From an optimization exercise on the open Yosys and OpenROAD flow, aimed at small area, a short achievable clock period and few clock cycles per item; shortcuts taken in it are not production practice.
In this exercise RTL edits were held to simulation tests only and were not proved equivalent to the original.
Power is estimated from default activity; no workload was simulated.

File: flow/config.mk
export PLATFORM = sky130hd
export DESIGN_NAME = grayscale_rasterizer
export DESIGN_NICKNAME = grayscale_rasterizer
export VERILOG_FILES = /design/flow/design.v
export SDC_FILE = /design/flow/constraint.sdc
export NUM_CORES = 4
export LEC_CHECK = 0
export CAP_MARGIN = 20
export CORE_MARGIN = 2
export CORE_UTILIZATION = 40
export SLEW_MARGIN = 20
File: flow/constraint.sdc
create_clock -name core_clock -period 28.0 [get_ports {clk}]
set_input_delay 5.6000 -clock core_clock [delete_from_list [all_inputs] [get_ports {clk}]]
set_output_delay 5.6000 -clock core_clock [all_outputs]
set_load 0.01 [all_outputs]
File: flow/design.v
module grayscale_rasterizer (
    input  wire        clk,
    input  wire        rst,
    input  wire        cmd_valid,
    output wire        cmd_ready,
    input  wire [39:0] cmd_word,
    input  wire        cmd_dec_ok,
    input  wire [7:0]  cmd_w,
    input  wire [7:0]  cmd_h,
    output wire [12:0] pix_addr,
    input  wire [7:0]  pix_rdata,
    output wire        tx_valid,
    output wire [7:0]  tx_data,
    output wire        tx_last,
    input  wire        tx_ready,
    input  wire        tx_err,
    output reg         log_valid,
    output wire [31:0] log_rec
);
    localparam [3:0] S_IDLE  = 4'd0,
                     S_CHECK = 4'd1,
                     S_H0    = 4'd2,
                     S_H1    = 4'd3,
                     S_H2    = 4'd4,
                     S_AH    = 4'd5,
                     S_AL    = 4'd6,
                     S_CH    = 4'd7,
                     S_CL    = 4'd8,
                     S_TXP   = 4'd9;
    localparam [2:0] KIND_UNREADABLE = 3'h1,
                     KIND_OOB        = 3'h2,
                     KIND_IOERR      = 3'h3,
                     KIND_ILLEGAL    = 3'h5;
    localparam [2:0] ST_ACCEPT    = 3'h0,
                     ST_RASTERIZE = 3'h1,
                     ST_XMIT      = 3'h6;
    reg  [2:0]  log_kind_q;
    reg  [2:0]  log_stage_q;
    reg  [7:0]  log_panel_q;
    reg  [3:0]  log_index_q;
    assign log_rec = {5'd0, log_kind_q, 5'd0, log_stage_q, log_panel_q, 4'd0, log_index_q};
    reg  [3:0]  state;
    reg  [7:0]  base_q;
    reg         fv_q, fh_q;
    reg         dec_ok_q;
    reg  [7:0]  w_q, h_q;
    reg  [3:0]  seg_q;       
    reg  [7:0]  bidx_q;      
    reg  [12:0] addr_q;
    reg         hi_ok_q, lo_ok_q;
    reg  [3:0]  hi_nib_q;
    reg  [7:0]  byte_q;
    wire        cmd_fire  = cmd_valid && cmd_ready;
    wire        cmd_legal = (cmd_word[39:32] == 8'h01) && (cmd_word[31:10] == 22'd0);
    wire [11:0] m      = {seg_q, bidx_q};           
    wire [5:0]  q      = m[11:6];
    wire [5:0]  n      = m[5:0];
    wire [12:0] i_hi   = {q, 1'b1, n};              
    wire [12:0] i_lo   = {q, 1'b0, n};              
    wire [12:0] i_cur  = (state == S_AH) ? i_hi : i_lo;
    wire [15:0] n_pix  = w_q * h_q;                 
    wire [15:0] n_even = {n_pix[15:1], 1'b0};       
    wire        i_ok   = {3'd0, i_cur} < n_even;
    wire [12:0] r_cur  = i_cur / w_q[6:0];          
    wire [12:0] c_cur  = i_cur % w_q[6:0];          
    wire [7:0]  rs     = fv_q ? r_cur[7:0] : (h_q - 8'd1 - r_cur[7:0]);
    wire [7:0]  cs     = fh_q ? (w_q - 8'd1 - c_cur[7:0]) : c_cur[7:0];
    wire [12:0] addr_cur = {rs[6:0], cs[5:0]};
    assign pix_addr = addr_q;
    wire [7:0] chunk_idx = base_q + {6'd0, seg_q[3:2]};
    wire [7:0] block_idx = {6'd0, seg_q[1:0]};
    assign cmd_ready = (state == S_IDLE);
    assign tx_valid  = (state == S_H0) || (state == S_H1) || (state == S_H2) || (state == S_TXP);
    assign tx_data   = (state == S_H0) ? 8'h23 :
                       (state == S_H1) ? chunk_idx :
                       (state == S_H2) ? block_idx :
                       (state == S_TXP) ? byte_q : 8'h00;
    assign tx_last   = (state == S_TXP) && (bidx_q == 8'd255);
    wire tx_fire = tx_valid && tx_ready;
    always @(posedge clk) begin
        if (rst) begin
            state     <= S_IDLE;
            addr_q    <= 13'd0;
            log_valid <= 1'b0;
        end else begin
            log_valid <= 1'b0;
            case (state)
                S_IDLE: begin
                    if (cmd_fire) begin
                        if (cmd_legal) begin
                            base_q   <= cmd_word[7:0];
                            fv_q     <= cmd_word[8];
                            fh_q     <= cmd_word[9];
                            dec_ok_q <= cmd_dec_ok;
                            w_q      <= cmd_w;
                            h_q      <= cmd_h;
                            state    <= S_CHECK;
                        end else begin
                            log_valid <= 1'b1;
                            log_kind_q  <= KIND_ILLEGAL;
                            log_stage_q <= ST_ACCEPT;
                            log_panel_q <= 8'd0;
                            log_index_q <= 4'd0;
                        end
                    end
                end
                S_CHECK: begin
                    seg_q  <= 4'd0;
                    bidx_q <= 8'd0;
                    if (!dec_ok_q) begin
                        log_valid <= 1'b1;
                        log_kind_q  <= KIND_UNREADABLE;
                        log_stage_q <= ST_RASTERIZE;
                        log_panel_q <= base_q;
                        log_index_q <= 4'd0;
                        state     <= S_IDLE;
                    end else if (w_q == 8'd0 || h_q == 8'd0 || w_q > 8'd64 || h_q > 8'd128) begin
                        log_valid <= 1'b1;
                        log_kind_q  <= KIND_OOB;
                        log_stage_q <= ST_RASTERIZE;
                        log_panel_q <= base_q;
                        log_index_q <= 4'd0;
                        state     <= S_IDLE;
                    end else begin
                        state <= S_H0;
                    end
                end
                S_H0: if (tx_fire) state <= S_H1;
                S_H1: if (tx_fire) state <= S_H2;
                S_H2: if (tx_fire) state <= S_AH;
                S_AH: begin
                    addr_q  <= addr_cur;
                    hi_ok_q <= i_ok;
                    state   <= S_AL;
                end
                S_AL: begin
                    addr_q  <= addr_cur;
                    lo_ok_q <= i_ok;
                    state   <= S_CH;
                end
                S_CH: begin
                    hi_nib_q <= hi_ok_q ? pix_rdata[7:4] : 4'd0;
                    state    <= S_CL;
                end
                S_CL: begin
                    byte_q <= {hi_nib_q, lo_ok_q ? pix_rdata[7:4] : 4'd0};
                    state  <= S_TXP;
                end
                S_TXP: begin
                    if (tx_fire) begin
                        if (bidx_q == 8'd255) begin
                            bidx_q <= 8'd0;
                            if (tx_err) begin
                                log_valid <= 1'b1;
                                log_kind_q  <= KIND_IOERR;
                                log_stage_q <= ST_XMIT;
                                log_panel_q <= base_q;
                                log_index_q <= seg_q;
                                state     <= S_IDLE;
                            end else if (seg_q == 4'd15) begin
                                state <= S_IDLE;
                            end else begin
                                seg_q <= seg_q + 4'd1;
                                state <= S_H0;
                            end
                        end else begin
                            bidx_q <= bidx_q + 8'd1;
                            state  <= S_AH;
                        end
                    end
                end
                default: state <= S_IDLE;
            endcase
        end
    end
endmodule
File: flow/run.sh
#!/bin/bash
# synth_recipe.tcl (not shown) runs the flow's synth.tcl, then flattens the netlist and writes it again
# the make line also repeats each setting of config.mk as NAME=value (left out here)
make -C /OpenROAD-flow-scripts/flow DESIGN_CONFIG=/design/flow/config.mk WORK_HOME=/design/flow/orfs CLKGATE_MAP_FILE= SYNTH_SCRIPT=/design/flow/synth_recipe.tcl finish
==> PnR_summary.wiki <==
{| class="wikitable"
! Metric !! Value
|-
| Result of the run || complete, no violations
|-
| Startpoint Class || flop
|-
| XOR/XNOR Fraction of Synth Area || 4.70%
|-
| Post-layout min period || 26.34 ns
|-
| Worst min-delay path category || reg -> reg
|-
| Sum of negative setup slack || 0 ns
|-
| Total clock buffers created by CTS || 9
|-
| PortBufs || 108
|-
| Horiz. Die Dim || 167 um
|-
| Count of distinct cell types in the synthesized netlist || 91
|-
| Placement Cell Area || 12100 um2
|-
| R2r worst-path depth || 109
|-
| Post-detailed-routing wire length || 28000 um
|-
| Clock latency reported for the late side of the worst-skew pair || 0.36 ns
|-
| Cell at the slowest stage of the critical path || a311oi_4
|-
| Power per cell area || 22.2 nW/um2
|-
| Last weighted congestion value of the routability-driven placer || 0.856
|-
| Total routing resource utilization after global routing || 20.2%
|-
| Complex-gate fraction of the synthesized area || 18.9%
|-
| Clock tree sinks || 88
|-
| Largest family of logic cells by synthesized area || adder cells
|-
| Worst setup path start || w_q[3]$_DFFE_PP_
|-
| CP most frequent cell || ha_1
|-
| Post-route cell area || 12400 um2
|-
| Total of endpoints with negative setup slack in the final report || 0
|-
| Dominant cells by area after synthesis || edfxtp_1, ha_1, fa_1
|-
| YS warnings || 1
|-
| Starting density of the core || 40.7%
|-
| Largest net degree at the start of global routing || 21
|-
| Total die area || 27900 um2
|-
| Cell count after synthesis || 1214
|-
| Final HPWL DP || 22200 um
|-
| Layout filler cell count || 2482
|-
| Global-route wire length before repair || 45200 um
|-
| Startpoint-to-endpoint class of the critical path || reg -> reg
|-
| Standard-cell row count || 59
|-
| Max rail drop VDD || 29.3 uV
|-
| Core Box Area || 26100 um2
|-
| Crit Path Max Fanout || 17
|-
| Rel. slew slack || 47.8%
|-
| Pre-antenna DRT Iters || 7
|-
| Post-synthesis cell type with the largest combined area || edfxtp_1
|-
| Number of synthesized flops with an enable pin || 70
|-
| Vias in the first global route || 8748
|-
| Total standard cell area after synthesis || 10600 um2
|-
| Share of the synthesized area in the top cell type || 19.8%
|-
| Slowest stage delay, CP || 0.50 ns
|-
| Share of final-layout standard cells stronger than drive strength 1 || 6.79%
|-
| Slew of the pin with the lowest slew margin || 0.783 ns
|-
| Clock tree from TritonCTS || yes
|-
| Share of synthesized area occupied by flip-flops and latches || 23.2%
|-
| Clock skew || 0.00850 ns
|-
| Max Clk Rate || 0.0380 GHz
|-
| Number of DRC violations after detailed routing || 0
|-
| # Max-Cap Violations || 0
|-
| Cell with the most instances after synthesis || ha_1
|-
| Clock buffer depth || 2
|-
| Routed via count divided by cell count || 5.53
|-
| End-of-flow core utilization || 47.7%
|-
| Number of antenna diodes || 0
|-
| Number of nets in the finished design || 1564
|-
| Part of the cycle the worst path needs || 94.1%
|-
| Average size of a mapped cell || 8.74 um2
|-
| Leakage power figure || 5.30 nW
|-
| Capture point of the critical path || addr_q[5]$_SDFFE_PP0P_
|-
| Synth Area in Adders || 23.4%
|-
| Capturing point of the worst reg2reg path || addr_q[5]$_SDFFE_PP0P_
|-
| Data required time of the worst path || 28.24 ns
|-
| Worst setup EP type || flop
|-
| Count of pins on the block boundary || 127
|-
| R2R Path Start || w_q[3]$_DFFE_PP_
|-
| Area added between synthesis and finish || 17.1%
|-
| Hold bufs inserted after CTS || 0
|-
| Mux share of post-synthesis cell area || 3.47%
|-
| Floorplan die height || 167 um
|-
| Number of vias after detailed routing || 9186
|-
| Clk slew on worst S/H paths || 0.07 ns
|-
| Detail-routed net length per standard cell || 16.9 um
|-
| Initial antenna violation count || 0
|-
| Number of synthesized register bits || 88
|-
| Final hold violation count || 0
|-
| Max H-tree Level || 3
|-
| Main flop type after synthesis || edfxtp_1
|-
| Overflow left after global routing || 0
|-
| Max-slew violation total from the final report || 0
|-
| Master cell of the clock root buffer || clkbuf_16
|-
| WP data arrival || 26.58 ns
|-
| Most used standard cells in the synthesized netlist || ha_1, nor2_1, inv_1, nand2_1, edfxtp_1
|-
| Share of synthesized cell area in and, or, nand and nor gates || 20.0%
|-
| Post-detailed-route count of antenna-violating nets || 0
|-
| Async SR Flop Fraction || 0%
|-
| Register-to-register setup slack || 1.66 ns
|-
| Detailed router's first-iteration violation count || 521
|}
[metrics by stage]
stage | std cells | setup WS (ns) | power [W] | hold slack (ns)
floorplan | 1227 | 3.66 | 0.000148 | 0.400
global route | 1660 | -0.0235 | 0.000286 | 0.430
detailed placement | 1641 | 1.16 | 0.000157 | 0.405
CTS | 1657 | 1.05 | 0.000280 | 0.425
global placement | 1641 | 1.39 | 0.000157 | 0.405
finish | 1660 | 1.66 | 0.000276 | 0.421
[per-layer routing]
metal | GRT usage (%) | vias to the layer above | part of all wire, %
met5 | 0 | - | 0
met4 | 5.58 | 0 | 1.7
met3 | 2.28 | 30 | 3.4
met2 | 33.4 | 197 | 47
met1 | 27.9 | 4382 | 48
li1 | - | 4577 | -
[worst min path at each step]
stage / startpoint / end / slack (ns) / depth (start not counted)
finish: hi_nib_q[3]$_SDFFCE_PN0P_ / byte_q[7]$_DFFE_PP_ / 0.42 / 0
global route: hi_nib_q[3]$_SDFFCE_PN0P_ / byte_q[7]$_DFFE_PP_ / 0.43 / 0
CTS: hi_nib_q[2]$_SDFFCE_PN0P_ / byte_q[6]$_DFFE_PP_ / 0.42 / 0
detailed placement: hi_nib_q[3]$_SDFFCE_PN0P_ / byte_q[7]$_DFFE_PP_ / 0.40 / 0
global placement: hi_nib_q[2]$_SDFFCE_PN0P_ / byte_q[6]$_DFFE_PP_ / 0.40 / 0
floorplan: hi_nib_q[0]$_SDFFCE_PN0P_ / byte_q[4]$_DFFE_PP_ / 0.40 / 0
[state kept, by name, summed over array words and instances (netlist names), 8 cells and up]
register / flops
byte_q: 8
h_q: 8
w_q: 8
bidx_q: 8
addr_q: 13
base_q: 8
log_panel_q: 8
[cell type report]
class	count	area (um2)	area share, %
multi-input cells	986	7590	61.1
flip-flops and latches	88	2460	19.8
repair buffers	133	1270	10.2
well taps	335	419	3.37
inverters	102	388	3.12
clock buffers	9	225	1.81
clock inverters	7	75.1	0.604
[cell families (layout without fill, tap and decap cells)]
logic type                 Yosys count  count (layout)
AOI/OAI and AO/OA                  290             290
xor gates and xnor gates            57              57
adders and majority gates          175             175
buffers and inverters              153             251
DFF                                 88              88
muxes                               33              33
other                                1              14
and+or+nand+nor                    417             417
[worst max-delay path, delay by kind of cell (launching register included)]
kind,cells,cell delay [ns]
AO/OA/AOI/OAI,53,12.34
adder cells (fa/ha/maj),13,3.83
buffers and inverters,9,1.49
flip-flops,1,0.36
multiplexers,3,1.05
AND/OR/NAND/NOR,31,7.09
[layout by cell type (no fill, tap or decap), types with 34 or more instances in the layout]
cell	Yosys	final
edfxtp_1	70	70
o21ai_0	54	54
xnor2_1	38	38
nor2_1	103	102
ha_1	134	134
a21oi_1	61	60
nand2_1	92	92
inv_1	99	99
fa_1	40	40
nor3_1	35	34
clkdlybuf4s50_1	0	108
and2_1	49	49
[repair_timing]
action,4_1_cts,5_1_grt
gates resized for setup,0,8
buffers inserted,0,3
setup endpoints to repair,0,12
hold endpoints to repair,0,0
[report_power, final]
| group | total (W) | switching [W] | internal [W] |
|---|---|---|---|
| sequential | 0.000141 | 0.000000140 | 0.000141 |
| clock | 0.000122 | 0.0000588 | 0.0000631 |
| combinational | 0.0000137 | 0.00000432 | 0.00000937 |
Testbench counts, summed over its fixed seeds: cycles 985,440, frames 768.

afterwards: timing with drivers on the ports:
The flow's constraints put no driver on any port. The routed layout listed below was extracted and timed again, unchanged, in two steps.
Step 1 sets driving cells, clkbuf_16 on the clock port and buf_2 on the other inputs (assumed; they add their load-dependent delay and slew).
Step 2 adds t to the input delays and takes it off the output delays; t is the mean of the earliest and latest rising clock arrival at the registers after step 1. Input paths then give back, and output paths get back, about the clock's delay inside the block.
Slacks: no drivers / after step 1 / after step 2; pairs: no drivers / after step 1.
t (ns): 0.399
slack for setup (ns): 1.658 / 1.658 / 1.658
hold WS [ns]: 0.421 / 0.421 / 0.421
After both steps this run still meets setup and hold. For this run, drivers alone change the setup slack by 0.000 ns; drivers and shift together by 0.000 ns.
